This design comes from an exercise in tuning for small area, a short achievable clock period and few clock cycles per item on the open sky130 flow, not from production work.
Function was checked by simulation only, so behaviour that the tests miss may differ from the original.

[flow/config.mk]
export PLATFORM = sky130hd
export DESIGN_NAME = crc_engine
export DESIGN_NICKNAME = crc_engine
export VERILOG_FILES = /design/flow/design.v
export SDC_FILE = /design/flow/constraint.sdc
export NUM_CORES = 4
export LEC_CHECK = 0
export CAP_MARGIN = 20
export CORE_MARGIN = 2
export CORE_UTILIZATION = 40
export SLEW_MARGIN = 20
export SYNTH_MEMORY_MAX_BITS = 16384
[flow/constraint.sdc]
create_clock -name core_clock -period 5.0 [get_ports {clk}]
set_input_delay 1.0000 -clock core_clock [delete_from_list [all_inputs] [get_ports {clk}]]
set_output_delay 1.0000 -clock core_clock [all_outputs]
set_load 0.01 [all_outputs]
[flow/design.v]
module crc_engine (
    input  wire        clk,
    input  wire        rst,
    input  wire        cmd_valid,
    output wire        cmd_ready,
    input  wire [7:0]  cmd_op,
    input  wire [31:0] cmd_acc,
    input  wire [15:0] cmd_len,
    input  wire        data_valid,
    output wire        data_ready,
    input  wire [31:0] data,
    output wire        rsp_valid,
    input  wire        rsp_ready,
    output wire [3:0]  rsp_status,
    output wire [31:0] rsp_value
);
    function [31:0] t4;
        input [31:0] x;
        begin
            t4[0] = x[1] ^ x[2] ^ x[4] ^ x[5] ^ x[6] ^ x[7] ^ x[9] ^ x[11] ^ x[14] ^ x[15] ^ x[16] ^ x[20] ^ x[23] ^ x[24] ^ x[25] ^ x[26] ^ x[27] ^ x[28];
            t4[1] = x[2] ^ x[3] ^ x[5] ^ x[6] ^ x[7] ^ x[8] ^ x[10] ^ x[12] ^ x[15] ^ x[16] ^ x[17] ^ x[21] ^ x[24] ^ x[25] ^ x[26] ^ x[27] ^ x[28] ^ x[29];
            t4[2] = x[3] ^ x[4] ^ x[6] ^ x[7] ^ x[8] ^ x[9] ^ x[11] ^ x[13] ^ x[16] ^ x[17] ^ x[18] ^ x[22] ^ x[25] ^ x[26] ^ x[27] ^ x[28] ^ x[29] ^ x[30];
            t4[3] = x[0] ^ x[4] ^ x[5] ^ x[7] ^ x[8] ^ x[9] ^ x[10] ^ x[12] ^ x[14] ^ x[17] ^ x[18] ^ x[19] ^ x[23] ^ x[26] ^ x[27] ^ x[28] ^ x[29] ^ x[30] ^ x[31];
            t4[4] = x[0] ^ x[2] ^ x[4] ^ x[7] ^ x[8] ^ x[10] ^ x[13] ^ x[14] ^ x[16] ^ x[18] ^ x[19] ^ x[23] ^ x[25] ^ x[26] ^ x[29] ^ x[30] ^ x[31];
            t4[5] = x[0] ^ x[2] ^ x[3] ^ x[4] ^ x[6] ^ x[7] ^ x[8] ^ x[16] ^ x[17] ^ x[19] ^ x[23] ^ x[25] ^ x[28] ^ x[30] ^ x[31];
            t4[6] = x[2] ^ x[3] ^ x[6] ^ x[8] ^ x[11] ^ x[14] ^ x[15] ^ x[16] ^ x[17] ^ x[18] ^ x[23] ^ x[25] ^ x[27] ^ x[28] ^ x[29] ^ x[31];
            t4[7] = x[0] ^ x[1] ^ x[2] ^ x[3] ^ x[5] ^ x[6] ^ x[11] ^ x[12] ^ x[14] ^ x[17] ^ x[18] ^ x[19] ^ x[20] ^ x[23] ^ x[25] ^ x[27] ^ x[29] ^ x[30];
            t4[8] = x[1] ^ x[2] ^ x[3] ^ x[4] ^ x[6] ^ x[7] ^ x[12] ^ x[13] ^ x[15] ^ x[18] ^ x[19] ^ x[20] ^ x[21] ^ x[24] ^ x[26] ^ x[28] ^ x[30] ^ x[31];
            t4[9] = x[0] ^ x[1] ^ x[3] ^ x[6] ^ x[8] ^ x[9] ^ x[11] ^ x[13] ^ x[15] ^ x[19] ^ x[21] ^ x[22] ^ x[23] ^ x[24] ^ x[26] ^ x[28] ^ x[29] ^ x[31];
            t4[10] = x[5] ^ x[6] ^ x[10] ^ x[11] ^ x[12] ^ x[15] ^ x[22] ^ x[26] ^ x[28] ^ x[29] ^ x[30];
            t4[11] = x[0] ^ x[6] ^ x[7] ^ x[11] ^ x[12] ^ x[13] ^ x[16] ^ x[23] ^ x[27] ^ x[29] ^ x[30] ^ x[31];
            t4[12] = x[2] ^ x[4] ^ x[5] ^ x[6] ^ x[8] ^ x[9] ^ x[11] ^ x[12] ^ x[13] ^ x[15] ^ x[16] ^ x[17] ^ x[20] ^ x[23] ^ x[25] ^ x[26] ^ x[27] ^ x[30] ^ x[31];
            t4[13] = x[0] ^ x[1] ^ x[2] ^ x[3] ^ x[4] ^ x[10] ^ x[11] ^ x[12] ^ x[13] ^ x[15] ^ x[17] ^ x[18] ^ x[20] ^ x[21] ^ x[23] ^ x[25] ^ x[31];
            t4[14] = x[3] ^ x[6] ^ x[7] ^ x[9] ^ x[12] ^ x[13] ^ x[15] ^ x[18] ^ x[19] ^ x[20] ^ x[21] ^ x[22] ^ x[23] ^ x[25] ^ x[27] ^ x[28];
            t4[15] = x[0] ^ x[4] ^ x[7] ^ x[8] ^ x[10] ^ x[13] ^ x[14] ^ x[16] ^ x[19] ^ x[20] ^ x[21] ^ x[22] ^ x[23] ^ x[24] ^ x[26] ^ x[28] ^ x[29];
            t4[16] = x[0] ^ x[1] ^ x[5] ^ x[8] ^ x[9] ^ x[11] ^ x[14] ^ x[15] ^ x[17] ^ x[20] ^ x[21] ^ x[22] ^ x[23] ^ x[24] ^ x[25] ^ x[27] ^ x[29] ^ x[30];
            t4[17] = x[1] ^ x[2] ^ x[6] ^ x[9] ^ x[10] ^ x[12] ^ x[15] ^ x[16] ^ x[18] ^ x[21] ^ x[22] ^ x[23] ^ x[24] ^ x[25] ^ x[26] ^ x[28] ^ x[30] ^ x[31];
            t4[18] = x[0] ^ x[1] ^ x[3] ^ x[4] ^ x[5] ^ x[6] ^ x[9] ^ x[10] ^ x[13] ^ x[14] ^ x[15] ^ x[17] ^ x[19] ^ x[20] ^ x[22] ^ x[28] ^ x[29] ^ x[31];
            t4[19] = x[9] ^ x[10] ^ x[18] ^ x[21] ^ x[24] ^ x[25] ^ x[26] ^ x[27] ^ x[28] ^ x[29] ^ x[30];
            t4[20] = x[10] ^ x[11] ^ x[19] ^ x[22] ^ x[25] ^ x[26] ^ x[27] ^ x[28] ^ x[29] ^ x[30] ^ x[31];
            t4[21] = x[1] ^ x[2] ^ x[4] ^ x[5] ^ x[6] ^ x[7] ^ x[9] ^ x[12] ^ x[14] ^ x[15] ^ x[16] ^ x[24] ^ x[25] ^ x[29] ^ x[30] ^ x[31];
            t4[22] = x[0] ^ x[1] ^ x[3] ^ x[4] ^ x[8] ^ x[9] ^ x[10] ^ x[11] ^ x[13] ^ x[14] ^ x[17] ^ x[20] ^ x[23] ^ x[24] ^ x[27] ^ x[28] ^ x[30] ^ x[31];
            t4[23] = x[6] ^ x[7] ^ x[10] ^ x[12] ^ x[16] ^ x[18] ^ x[20] ^ x[21] ^ x[23] ^ x[26] ^ x[27] ^ x[29] ^ x[31];
            t4[24] = x[0] ^ x[1] ^ x[2] ^ x[4] ^ x[5] ^ x[6] ^ x[8] ^ x[9] ^ x[13] ^ x[14] ^ x[15] ^ x[16] ^ x[17] ^ x[19] ^ x[20] ^ x[21] ^ x[22] ^ x[23] ^ x[25] ^ x[26] ^ x[30];
            t4[25] = x[1] ^ x[2] ^ x[3] ^ x[5] ^ x[6] ^ x[7] ^ x[9] ^ x[10] ^ x[14] ^ x[15] ^ x[16] ^ x[17] ^ x[18] ^ x[20] ^ x[21] ^ x[22] ^ x[23] ^ x[24] ^ x[26] ^ x[27] ^ x[31];
            t4[26] = x[0] ^ x[1] ^ x[3] ^ x[5] ^ x[8] ^ x[9] ^ x[10] ^ x[14] ^ x[17] ^ x[18] ^ x[19] ^ x[20] ^ x[21] ^ x[22] ^ x[26];
            t4[27] = x[0] ^ x[1] ^ x[2] ^ x[4] ^ x[6] ^ x[9] ^ x[10] ^ x[11] ^ x[15] ^ x[18] ^ x[19] ^ x[20] ^ x[21] ^ x[22] ^ x[23] ^ x[27];
            t4[28] = x[0] ^ x[1] ^ x[2] ^ x[3] ^ x[5] ^ x[7] ^ x[10] ^ x[11] ^ x[12] ^ x[16] ^ x[19] ^ x[20] ^ x[21] ^ x[22] ^ x[23] ^ x[24] ^ x[28];
            t4[29] = x[1] ^ x[2] ^ x[3] ^ x[4] ^ x[6] ^ x[8] ^ x[11] ^ x[12] ^ x[13] ^ x[17] ^ x[20] ^ x[21] ^ x[22] ^ x[23] ^ x[24] ^ x[25] ^ x[29];
            t4[30] = x[0] ^ x[2] ^ x[3] ^ x[4] ^ x[5] ^ x[7] ^ x[9] ^ x[12] ^ x[13] ^ x[14] ^ x[18] ^ x[21] ^ x[22] ^ x[23] ^ x[24] ^ x[25] ^ x[26] ^ x[30];
            t4[31] = x[0] ^ x[1] ^ x[3] ^ x[4] ^ x[5] ^ x[6] ^ x[8] ^ x[10] ^ x[13] ^ x[14] ^ x[15] ^ x[19] ^ x[22] ^ x[23] ^ x[24] ^ x[25] ^ x[26] ^ x[27] ^ x[31];
        end
    endfunction
    function [15:0] f1;
        input [7:0] y;
        begin
            f1[0] = y[0] ^ y[4];
            f1[1] = y[1] ^ y[5];
            f1[2] = y[2] ^ y[6];
            f1[3] = y[3] ^ y[7];
            f1[4] = y[4];
            f1[5] = y[0] ^ y[4] ^ y[5];
            f1[6] = y[1] ^ y[5] ^ y[6];
            f1[7] = y[2] ^ y[6] ^ y[7];
            f1[8] = y[3] ^ y[7];
            f1[9] = y[4];
            f1[10] = y[5];
            f1[11] = y[6];
            f1[12] = y[0] ^ y[4] ^ y[7];
            f1[13] = y[1] ^ y[5];
            f1[14] = y[2] ^ y[6];
            f1[15] = y[3] ^ y[7];
        end
    endfunction
    reg         idle;      
    reg         busy;      
    reg         dr;        
    reg         rv;        
    reg         inv;       
    reg         is16;      
    reg         fin;       
    reg  [13:0] cnt;       
    reg  [1:0]  kl;        
    reg         wv;        
    reg         wlast;     
    reg  [1:0]  j;         
    reg  [1:0]  jl;        
    reg  [31:0] w;
    reg  [31:0] crc;
    assign cmd_ready  = idle;
    assign data_ready = dr;
    assign rsp_valid  = rv;
    assign rsp_status = {4{inv}};
    assign rsp_value  = crc;
    wire op_a = (cmd_op == 8'h40);
    wire op_f = (cmd_op == 8'h41);
    wire op_c = (cmd_op == 8'h42);
    wire op_h = (cmd_op == 8'h48);
    wire op_g = (cmd_op == 8'h49);
    wire len0 = (cmd_len == 16'd0);
    wire take_cmd = idle & cmd_valid;
    reg [31:0] init;
    always @(*) begin
        case (1'b1)
            op_a:    init = cmd_acc;
            op_f:    init = ~cmd_acc;
            op_c:    init = len0 ? 32'h00000000 : 32'hFFFFFFFF;
            op_h:    init = {16'h0000, cmd_acc[15:0]};
            op_g:    init = 32'h0000FFFF;
            default: init = 32'h00000000;
        endcase
    end
    wire take_data = dr & data_valid;
    wire last = (kl == 2'd0) ? (cnt == 14'd1) : (cnt == 14'd0);
    reg [31:0] wd;         
    always @(*) begin
        wd = data;
        if (last & ~is16)
            case (kl)
                2'd1: wd = {data[7:0], 24'h0};
                2'd2: wd = {data[15:0], 16'h0};
                2'd3: wd = {data[23:0], 8'h0};
                default: wd = data;
            endcase
    end
    wire [1:0] k = wlast ? kl : 2'd0;    
    reg [31:0] cs, cr;
    always @(*) begin
        case (k)
            2'd1: begin cs = {crc[7:0], 24'h0};  cr = {8'h0, crc[31:8]};  end
            2'd2: begin cs = {crc[15:0], 16'h0}; cr = {16'h0, crc[31:16]}; end
            2'd3: begin cs = {crc[23:0], 8'h0};  cr = {24'h0, crc[31:24]}; end
            default: begin cs = crc; cr = 32'h0; end
        endcase
    end
    wire [31:0] c32 = t4(cs ^ w) ^ cr ^ {32{wlast & fin}};
    reg [7:0] b;
    always @(*) begin
        case (j)
            2'd0: b = w[7:0];
            2'd1: b = w[15:8];
            2'd2: b = w[23:16];
            default: b = w[31:24];
        endcase
    end
    wire [15:0] c16 = {crc[7:0], 8'h00} ^ f1(crc[15:8] ^ b);
    wire wdone = ~is16 | (j == jl);      
    always @(posedge clk) begin
        if (take_cmd) begin
            crc  <= init;
            inv  <= ~(op_a | op_f | op_c | op_h | op_g);
            is16 <= op_h | op_g;
            fin  <= op_c;
            cnt  <= cmd_len[15:2];
            kl   <= cmd_len[1:0];
        end else if (wv) begin
            if (is16)
                crc <= {16'h0000, c16};
            else
                crc <= c32;
        end
        if (wv)
            j <= j + 2'd1;
        if (take_data) begin
            w     <= wd;
            wlast <= last;
            cnt   <= cnt - 14'd1;
            j     <= 2'd0;
            jl    <= (last & (kl != 2'd0)) ? kl - 2'd1 : 2'd3;
        end
    end
    always @(posedge clk) begin
        if (rst) begin
            idle <= 1'b1;
            busy <= 1'b0;
            dr   <= 1'b0;
            rv   <= 1'b0;
            wv   <= 1'b0;
        end else begin
            if (take_cmd) begin
                idle <= 1'b0;
                if ((op_a | op_c | op_h | op_g) & ~len0) begin
                    busy <= 1'b1;
                    dr   <= 1'b1;
                end else
                    rv <= 1'b1;
            end
            if (wv & wdone) begin
                wv <= 1'b0;
                if (wlast)
                    rv <= 1'b1;
            end
            if (take_data) begin
                wv <= 1'b1;
                if (last) begin
                    busy <= 1'b0;
                    dr   <= 1'b0;
                end else if (is16)
                    dr <= 1'b0;
            end else if (busy & wv & is16 & (j + 2'd1 == jl))
                dr <= 1'b1;
            if (rv & rsp_ready) begin
                rv   <= 1'b0;
                idle <= 1'b1;
            end
        end
    end
endmodule
[flow/run.sh]
#!/bin/bash
# synth_recipe.tcl (not shown) runs the flow's synth.tcl, then flattens the netlist and writes it again
# the make line also repeats each setting of config.mk as NAME=value (left out here)
make -C /OpenROAD-flow-scripts/flow DESIGN_CONFIG=/design/flow/config.mk WORK_HOME=/design/flow/orfs CLKGATE_MAP_FILE= SYNTH_SCRIPT=/design/flow/synth_recipe.tcl finish
==> results of run 1 <==
-- synth_stat cells (6+ instances only) --
cell type / count / area share (%)
a222oi_1: 16 / 1.6
inv_1: 18 / 0.67
o21ai_0: 35 / 1.7
buf_4: 8 / 0.59
nor3_1: 10 / 0.49
dfxtp_1: 7 / 1.4
a22oi_1: 13 / 0.96
o22ai_1: 19 / 1.2
xnor2_2: 24 / 3.9
nand2b_1: 15 / 0.93
xor2_1: 88 / 7.6
nor2_1: 57 / 2.1
nand3_1: 21 / 1.0
a21oi_1: 64 / 3.2
mux2i_1: 16 / 1.6
xnor3_1: 27 / 6.0
buf_6: 8 / 0.89
clkbuf_1: 39 / 1.4
a211oi_1: 12 / 0.89
a221oi_2: 7 / 1.0
buf_2: 6 / 0.30
xnor2_1: 190 / 16
a31oi_1: 6 / 0.37
edfxtp_1: 86 / 25
ha_1: 10 / 1.2
nand2_1: 89 / 3.3
nor2b_1: 12 / 0.74
xnor2_4: 6 / 1.6
nor4_1: 9 / 0.56
-- worst paths after layout --
kind | startpoint | end | cells after the start
max | kl[1]$_DFFE_PP_ | crc[7]$_DFFE_PP_ | 10
min | idle$_SDFFE_PP1P_ | idle$_SDFFE_PP1P_ | 2
max reg2reg | kl[1]$_DFFE_PP_ | crc[7]$_DFFE_PP_ | 10
min reg2reg | idle$_SDFFE_PP1P_ | idle$_SDFFE_PP1P_ | 2
-- area by class of cell --
| type | count | area [sq um] |
|---|---|---|
| Timing Repair Buffer | 154 | 1484 |
| Fill cell | 2418 | 13040 |
| Sequential cell | 93 | 2723 |
| Multi-Input combinational cell | 838 | 6995 |
| Clock inverter | 6 | 82.58 |
| Clock buffer | 10 | 229.0 |
| Tap cell | 330 | 412.9 |
| Inverter | 20 | 75.07 |
-- critical path: cells and delay by family (launching register included) --
| kind | cells | cell delay, ns |
|---|---|---|
| buffers and inverters | 2 | 0.96 |
| AOI/OAI and AO/OA | 4 | 0.55 |
| xor gates and xnor gates | 4 | 1.87 |
| DFF | 1 | 0.43 |
-- cell usage in the layout (no fill, tap or decap), drive strengths merged, types with 9 or more instances in the layout --
master	instances
a211oi	12
a21oi	66
a221oi	12
a222oi	16
a22oi	17
buf	23
clkbuf	10
clkdlybuf4s50	131
edfxtp	86
ha	10
inv	22
mux2i	16
nand2	90
nand2b	15
nand3	21
nor2	57
nor2b	12
nor3	10
nor4	9
o21ai	40
o22ai	19
xnor2	220
xnor3	31
xor2	93
-- state kept, by name, summed over array words and instances (netlist names), 2 cells and up --
signal / count
cnt: 14
crc: 32
j: 2
jl: 2
kl: 2
w: 32
-- stage by stage --
step,hold slack [ns],std cells,utilization [%]
after global routing,0.5250,1451,47.94
after floorplan,0.4412,1016,-
final,0.4854,1451,47.94
after detailed placement,0.4760,1435,46.69
after CTS,0.4914,1451,47.94
after global placement,0.4607,1435,46.69
-- kinds of logic after synthesis --
group / count (synthesis) / share of synthesized area (%)
xor+xnor: 349 / 38.58
simple gates: 243 / 11.50
compound gates: 220 / 16.11
flops: 93 / 26.88
buf+inv: 85 / 4.114
mux: 16 / 1.581
fa+ha+maj: 10 / 1.235
-- metal layers --
layer | part of all wire, % | GRT usage [%]
met1 | 43 | 35.10
met2 | 46 | 41.43
met3 | 7.3 | 3.707
met4 | 3.9 | 10.46
met5 | 0 | 0
==> impl_metrics.py, run 1 <==
metrics = {
    "critical_path": {
        "required_ns": 5.11,
        "cp_slowest_cell": "xnor3_2",
        "end_kind": "register",
        "critical_path_class": "register to register",
        "ff2ff_setup_slack_ns": 0.93,
        "slowest_delay_ns": 0.58,
        "path_max_fanout": 60,
        "cp.arrival_ns": 4.18,
        "crit_chain": "buf_4, inv_1, a21oi_2, a221oi_4, xnor2_4, xnor3_2, xor3_2, xnor3_1, o21ai_1, o31a_1",
        "startpoint_type": "register",
    },
    "sta": {
        "fmaxAchievable_ghz": 0.2460,
        "fin_skew_ns": 0.01284,
        "fin_crit_sh_pct": 81.30,
        "setup_viol": 0,
        "min_period_ns": 4.065,
        "rsz0062_at_grt": "no",
        "slew_headroom_pct": 32.29,
        "slew_violations": 0,
        "setup_tns_ns": 0,
        "worst_slew_pin_slew_ns": 1.016,
        "worst_slack_ns": 0.9348,
        "hold_viol": 0,
    },
    "clock_network": {
        "clk_latency_ns": 0.37,
        "postCtsHoldBufs": 0,
        "cts_inserted_buffers": 9,
        "clk_pin_slew_ns": 0.08,
        "post_cts_buffers": 0,
        "cts.path.max_buffers": 2,
        "cts-htree-levels": 3,
        "cts_root_buffer": "clkbuf_16",
        "cts_tree": "done",
        "ctsResizeCount": 0,
        "cts_sinks": 93,
    },
    "floorplanning": {
        "initial_utilization_pct": 40.45,
        "ios": 132,
        "die_w_um": 163.1,
        "die_area_sq_um": 26610,
        "num_rows": 58,
        "coreArea_sq_um": 25040,
        "dieHeight_um": 163.1,
    },
    "status": {
        "outcome": "complete, no violations",
    },
    "detailed_routing": {
        "dr.pass1.iters": 7,
        "routed_wl_um": 34130,
        "via_count": 8123,
        "antenna_left": 0,
        "drt-vias-per-instance": 5.598,
        "drt_iter0_drc": 709,
        "drc": 0,
        "post_drt_wl_per_cell_um": 23.52,
    },
    "placed_design": {
        "pre_cts_ws_ns": 1.048,
        "placed_area_sq_um": 11690,
        "portBuffers": 131,
        "gp_congestion": 0.9767,
        "hpwl_um": 27160,
    },
    "synth": {
        "ys_ff_latch": 93,
        "syn_inst": 1016,
        "synth.cell_area_sq_um": 10130,
        "synthArstFlopShare_pct": 0,
        "synth_ff_type": "edfxtp_1",
        "seq_area_frac_synth_pct": 26.88,
        "synth_edf_count": 86,
        "synth_fp_nets": 1119,
        "synth.distinct_cells": 73,
        "syn_area_per_cell_sq_um": 9.969,
        "ys_warn_count": 1,
    },
    "finish": {
        "n_antenna_cell": 0,
        "nNetsFinal": 1219,
        "drive_gt1_share_pct": 9.456,
        "syn2layout_area_growth_pct": 18.49,
        "fin_area_sq_um": 12000,
    },
    "hold_path": {
        "holdCritPathClass": "register to register",
    },
    "global_route": {
        "grt_usage_pct": 25.83,
        "antenna_found_initial": 0,
        "grt-ovfl-total": 0,
        "grt_max_degree": 61,
        "grt_pass1_wl_um": 49900,
        "grt_pass1_vias": 7781,
    },
    "flow_run": {
        "drv_cap": 0,
    },
}
Testbench counts, summed over its fixed seeds: cycles 106,620, bytes 379,321.
==> run 2, diff against run 1 <==
--- a/flow/design.v
+++ b/flow/design.v
@@ -79,19 +79,17 @@
     reg         inv;       
     reg         is16;      
     reg         fin;       
+    reg         pend;      
     reg  [13:0] cnt;       
     reg  [1:0]  kl;        
-    reg         wv;        
-    reg         wlast;     
+    reg         lastw;     
     reg  [1:0]  j;         
-    reg  [1:0]  jl;        
-    reg  [31:0] w;
-    reg  [31:0] crc;
+    reg  [31:0] y;
     assign cmd_ready  = idle;
     assign data_ready = dr;
     assign rsp_valid  = rv;
     assign rsp_status = {4{inv}};
-    assign rsp_value  = crc;
+    assign rsp_value  = y;
     wire op_a = (cmd_op == 8'h40);
     wire op_f = (cmd_op == 8'h41);
     wire op_c = (cmd_op == 8'h42);
@@ -110,63 +108,59 @@
             default: init = 32'h00000000;
         endcase
     end
-    wire take_data = dr & data_valid;
-    wire last = (kl == 2'd0) ? (cnt == 14'd1) : (cnt == 14'd0);
-    reg [31:0] wd;         
-    always @(*) begin
-        wd = data;
-        if (last & ~is16)
-            case (kl)
-                2'd1: wd = {data[7:0], 24'h0};
-                2'd2: wd = {data[15:0], 16'h0};
-                2'd3: wd = {data[23:0], 8'h0};
-                default: wd = data;
-            endcase
-    end
-    wire [1:0] k = wlast ? kl : 2'd0;    
-    reg [31:0] cs, cr;
+    wire step  = busy & data_valid;      
+    wire last_step = pend & ~busy;      
+    wire [1:0] jl = (lastw & (kl != 2'd0)) ? kl - 2'd1 : 2'd3;
+    wire wdone = ~is16 | (j == jl);     
+    wire [31:0] wm = {data[31:24] & {8{~lastw | (kl == 2'd0)}},
+                      data[23:16] & {8{~lastw | (kl == 2'd0) | (kl == 2'd3)}},
+                      data[15:8]  & {8{~lastw | (kl != 2'd1)}},
+                      data[7:0]};
+    wire [1:0] k = busy ? 2'd0 : kl;    
+    reg [31:0] ys, yr;
     always @(*) begin
         case (k)
-            2'd1: begin cs = {crc[7:0], 24'h0};  cr = {8'h0, crc[31:8]};  end
-            2'd2: begin cs = {crc[15:0], 16'h0}; cr = {16'h0, crc[31:16]}; end
-            2'd3: begin cs = {crc[23:0], 8'h0};  cr = {24'h0, crc[31:24]}; end
-            default: begin cs = crc; cr = 32'h0; end
+            2'd1: begin ys = {y[7:0], 24'h0};  yr = {8'h0, y[31:8]};  end
+            2'd2: begin ys = {y[15:0], 16'h0}; yr = {16'h0, y[31:16]}; end
+            2'd3: begin ys = {y[23:0], 8'h0};  yr = {24'h0, y[31:24]}; end
+            default: begin ys = y; yr = 32'h0; end
         endcase
     end
-    wire [31:0] c32 = t4(cs ^ w) ^ cr ^ {32{wlast & fin}};
+    wire [31:0] opd = step ? wm : {32{fin}};
+    wire [31:0] r32 = t4(ys) ^ yr ^ opd;
     reg [7:0] b;
     always @(*) begin
         case (j)
-            2'd0: b = w[7:0];
-            2'd1: b = w[15:8];
-            2'd2: b = w[23:16];
-            default: b = w[31:24];
+            2'd0: b = data[7:0];
+            2'd1: b = data[15:8];
+            2'd2: b = data[23:16];
+            default: b = data[31:24];
         endcase
     end
-    wire [15:0] c16 = {crc[7:0], 8'h00} ^ f1(crc[15:8] ^ b);
-    wire wdone = ~is16 | (j == jl);      
+    wire [15:0] bo = step ? {b, 8'h00} : 16'h0000;
+    wire [15:0] r16 = {y[7:0], 8'h00} ^ f1(y[15:8]) ^ bo;
+    wire lastw_next = (kl == 2'd0) ? (cnt == 14'd2) : (cnt == 14'd1);
+    wire [1:0] jl_next = (lastw_next & (kl != 2'd0)) ? kl - 2'd1 : 2'd3;
     always @(posedge clk) begin
         if (take_cmd) begin
-            crc  <= init;
+            y    <= init;
             inv  <= ~(op_a | op_f | op_c | op_h | op_g);
             is16 <= op_h | op_g;
             fin  <= op_c;
-            cnt  <= cmd_len[15:2];
             kl   <= cmd_len[1:0];
-        end else if (wv) begin
+        end else if (step | last_step) begin
             if (is16)
-                crc <= {16'h0000, c16};
+                y <= pend ? {16'h0000, r16} : y ^ {16'h0000, bo};
             else
-                crc <= c32;
-        end
-        if (wv)
-            j <= j + 2'd1;
-        if (take_data) begin
-            w     <= wd;
-            wlast <= last;
+                y <= pend ? r32 : y ^ wm;
+        end
+        if (take_cmd) begin
+            cnt   <= cmd_len[15:2];
+            lastw <= (cmd_len[1:0] == 2'd0) ? (cmd_len[15:2] == 14'd1)
+                                            : (cmd_len[15:2] == 14'd0);
+        end else if (step & wdone) begin
             cnt   <= cnt - 14'd1;
-            j     <= 2'd0;
-            jl    <= (last & (kl != 2'd0)) ? kl - 2'd1 : 2'd3;
+            lastw <= lastw_next;
         end
     end
     always @(posedge clk) begin
@@ -175,30 +169,32 @@
             busy <= 1'b0;
             dr   <= 1'b0;
             rv   <= 1'b0;
-            wv   <= 1'b0;
+            pend <= 1'b0;
+            j    <= 2'd0;
         end else begin
             if (take_cmd) begin
                 idle <= 1'b0;
+                pend <= 1'b0;
+                j    <= 2'd0;
                 if ((op_a | op_c | op_h | op_g) & ~len0) begin
                     busy <= 1'b1;
-                    dr   <= 1'b1;
+                    dr   <= ~(op_h | op_g) | (cmd_len == 16'd1);
                 end else
                     rv <= 1'b1;
             end
-            if (wv & wdone) begin
-                wv <= 1'b0;
-                if (wlast)
-                    rv <= 1'b1;
-            end
-            if (take_data) begin
-                wv <= 1'b1;
-                if (last) begin
+            if (step) begin
+                pend <= 1'b1;
+                j    <= wdone ? 2'd0 : j + 2'd1;
+                if (wdone & lastw) begin
                     busy <= 1'b0;
                     dr   <= 1'b0;
                 end else if (is16)
-                    dr <= 1'b0;
-            end else if (busy & wv & is16 & (j + 2'd1 == jl))
-                dr <= 1'b1;
+                    dr <= wdone ? (jl_next == 2'd0) : (j + 2'd1 == jl);
+            end
+            if (last_step) begin
+                pend <= 1'b0;
+                rv   <= 1'b1;
+            end
             if (rv & rsp_ready) begin
                 rv   <= 1'b0;
                 idle <= 1'b1;
==> run 2 against run 1 <==
- still clean
- setup slack improved by 0.093 ns
- wire length up 19%
- critical path depth shrank 2
- fmax rose by 2.3%
- utilization is 0.50 points higher
- area after synthesis decreased by 5.7%
- sequential share of layout area fell by 7.7 points
==> impl_metrics.py, run 2 <==
metrics = {
    "clock_network": {
        "cts_inserted_buffers": 9,
        "post_cts_buffers": 0,
        "cts.path.max_buffers": 2,
        "clk_pin_slew_ns": 0.07,
        "cts_tree": "done",
        "postCtsHoldBufs": 0,
        "cts_sinks": 59,
        "cts_root_buffer": "clkbuf_16",
        "cts-htree-levels": 3,
        "clk_latency_ns": 0.36,
        "ctsResizeCount": 0,
    },
    "synth": {
        "seq_area_frac_synth_pct": 17.82,
        "ys_top_cells_by_area": "xnor2_1 21%, edfxtp_1 16%, xor2_1 9.5%, nand2_1 4.8%, o21ai_0 4.3%",
        "synthArstFlopShare_pct": 0,
        "synth.distinct_cells": 79,
        "synth_edf_count": 52,
        "synth_fp_nets": 1239,
        "synth_top_cell_by_area": "xnor2_1",
        "synth_top_area_share_pct": 20.91,
        "yosysMostFrequentCell": "xnor2_1",
        "syn_inst": 1136,
        "synth.cell_area_sq_um": 9550,
        "ys_warn_count": 1,
        "synth_ff_type": "edfxtp_1",
        "synth_common_cells": "228 x xnor2_1, 121 x nand2_1, 104 x xor2_1, 83 x o21ai_0, 67 x a21oi_1",
        "syn_area_per_cell_sq_um": 8.407,
        "ys_ff_latch": 59,
    },
    "critical_path": {
        "end_kind": "register",
        "crit_top_cell": "xnor2_1",
        "cp.arrival_ns": 4.05,
        "crit_chain": "and3b_1, a22oi_2, xnor2_1, xnor2_1, xnor2_1, xnor2_1, xnor2_1, o221ai_1",
        "worst-path-buf-inv": 0,
        "critical_path_class": "register to register",
        "startpoint_type": "register",
        "crit_family": "XOR/XNOR gates",
        "slowest_delay_ns": 0.95,
        "cp_slowest_cell": "and3b_1",
        "path_max_fanout": 18,
        "required_ns": 5.08,
    },
    "sta": {
        "hold_viol": 0,
        "rsz0062_at_grt": "no",
        "fin_crit_sh_pct": 79.45,
        "slew_violations": 0,
        "slew_headroom_pct": 26.86,
        "holdWs_ns": 0.4887,
        "fin_skew_ns": 0.01826,
        "min_period_ns": 3.972,
        "worst_slew_pin_slew_ns": 1.097,
        "setup_viol": 0,
        "setup_tns_ns": 0,
        "fmaxAchievable_ghz": 0.2517,
    },
    "status": {
        "outcome": "complete, no violations",
    },
    "finish": {
        "fin_cells": 1540,
        "regMostFlops": "y",
        "drive_gt1_share_pct": 8.845,
        "syn2layout_area_growth_pct": 19.05,
        "fin_area_sq_um": 11370,
        "largest_reg_flops": 32,
        "n_antenna_cell": 0,
        "mostFrequentLayoutCells": "228 x xnor2_1, 131 x clkdlybuf4s50_1, 121 x nand2_1",
        "nNetsFinal": 1319,
        "final_common_cell": "xnor2_1",
        "reg_top3": "y (32), cnt (14)",
    },
    "placed_design": {
        "placed_area_sq_um": 11090,
        "portBuffers": 131,
        "hpwl_um": 31240,
        "gp_congestion": 0.9847,
        "dp.cells": 1524,
    },
    "detailed_routing": {
        "via_count": 9169,
        "antenna_left": 0,
        "dr.pass1.iters": 8,
        "post_drt_wl_per_cell_um": 26.41,
        "drt_iter0_drc": 1282,
        "drt-vias-per-instance": 5.954,
        "routed_wl_um": 40670,
        "drc": 0,
    },
    "floorplanning": {
        "die_w_um": 158.5,
        "num_rows": 56,
        "initial_utilization_pct": 40.69,
        "coreArea_sq_um": 23470,
        "dieHeight_um": 158.5,
        "ios": 132,
        "die_area_sq_um": 25130,
    },
    "global_route": {
        "grt-ovfl-total": 0,
        "antenna_found_initial": 0,
        "grt_max_degree": 47,
        "grt_pass1_wl_um": 58910,
        "grt_pass1_vias": 8587,
        "grt_usage_pct": 32.82,
    },
    "hold_path": {
        "holdCritPathClass": "register to register",
    },
    "flow_run": {
        "drv_cap": 0,
    },
}
run 2: logic make-up after synthesis:
family,share of synthesized area (%)
fa+ha+maj,1.310
compound gates,22.29
xor+xnor,38.52
flops,17.82
buf+inv,5.987
mux,1.834
simple gates,12.25
run 2: final cells by class:
cell class	count	area (sq um)
clock inverter	7	57.56
sequential	59	1703
inverter	14	52.55
clock buffer	9	225.2
fill	2330	12100
multi-input combinational	958	7286
timing repair buffer	174	1647
tap	319	399.1
run 2: path summary, 6_finish.rpt:
kind	from	endpoint	slack, ns	depth (start not counted)
setup / recovery	kl[0]$_DFFE_PP_	y[12]$_DFFE_PP_	1.03	8
hold / removal	idle$_SDFFE_PP1P_	idle$_SDFFE_PP1P_	0.49	2
setup reg to reg	kl[0]$_DFFE_PP_	y[12]$_DFFE_PP_	1.03	8
hold reg to reg	idle$_SDFFE_PP1P_	idle$_SDFFE_PP1P_	0.49	2
run 2: through the flow:
stage / utilization, % / worst slack, ns
floorplan: - / 1.414
detailed placement: 47.23 / 0.8940
global placement: 47.23 / 0.9579
CTS: 48.44 / 1.130
global route: 48.44 / 0.8180
finish: 48.44 / 1.028
run 2: tightest hold or removal path: cells and delay by family, from the launching register on:
| family | cells | cell delay [ns] |
|---|---|---|
| compound gates | 1 | 0.07 |
| flops | 1 | 0.33 |
| buf+inv | 1 | 0.05 |
run 2: metal layers:
layer	global-route usage [%]	routed length [um]
met2	50.10	17530
met4	15.40	2193
met5	0	27
met3	6.641	4048
met1	44.46	16870
Testbench counts of run 2, summed over its fixed seeds: cycles 106,620, bytes 379,321.

## port drivers added, routing unchanged
Ports are ideal in the flow. The routed layouts listed here were re-timed in OpenROAD.
Step 1 sets driving cells, clkbuf_16 on the clock port and buf_2 on the other inputs (assumed; they add their load-dependent delay and slew).
Step 2 times the ports against the registers' clock, not the clock port: input delays grow and output delays shrink by t, the midpoint of the rising clock arrivals with the driver on.
Three values: ideal, step 1, step 2; two values: the first two.
run	t (ns)	setup slack, ns	worst setup path after step 2
run 1	0.407	0.935 / 0.935 / 0.935	register to register
run 2	0.399	1.028 / 1.028 / 0.813	input to register
After both steps setup and hold are still met in every run listed. For run 2, which loses most, drivers alone change the setup slack by 0.000 ns; drivers and shift together by -0.215 ns.
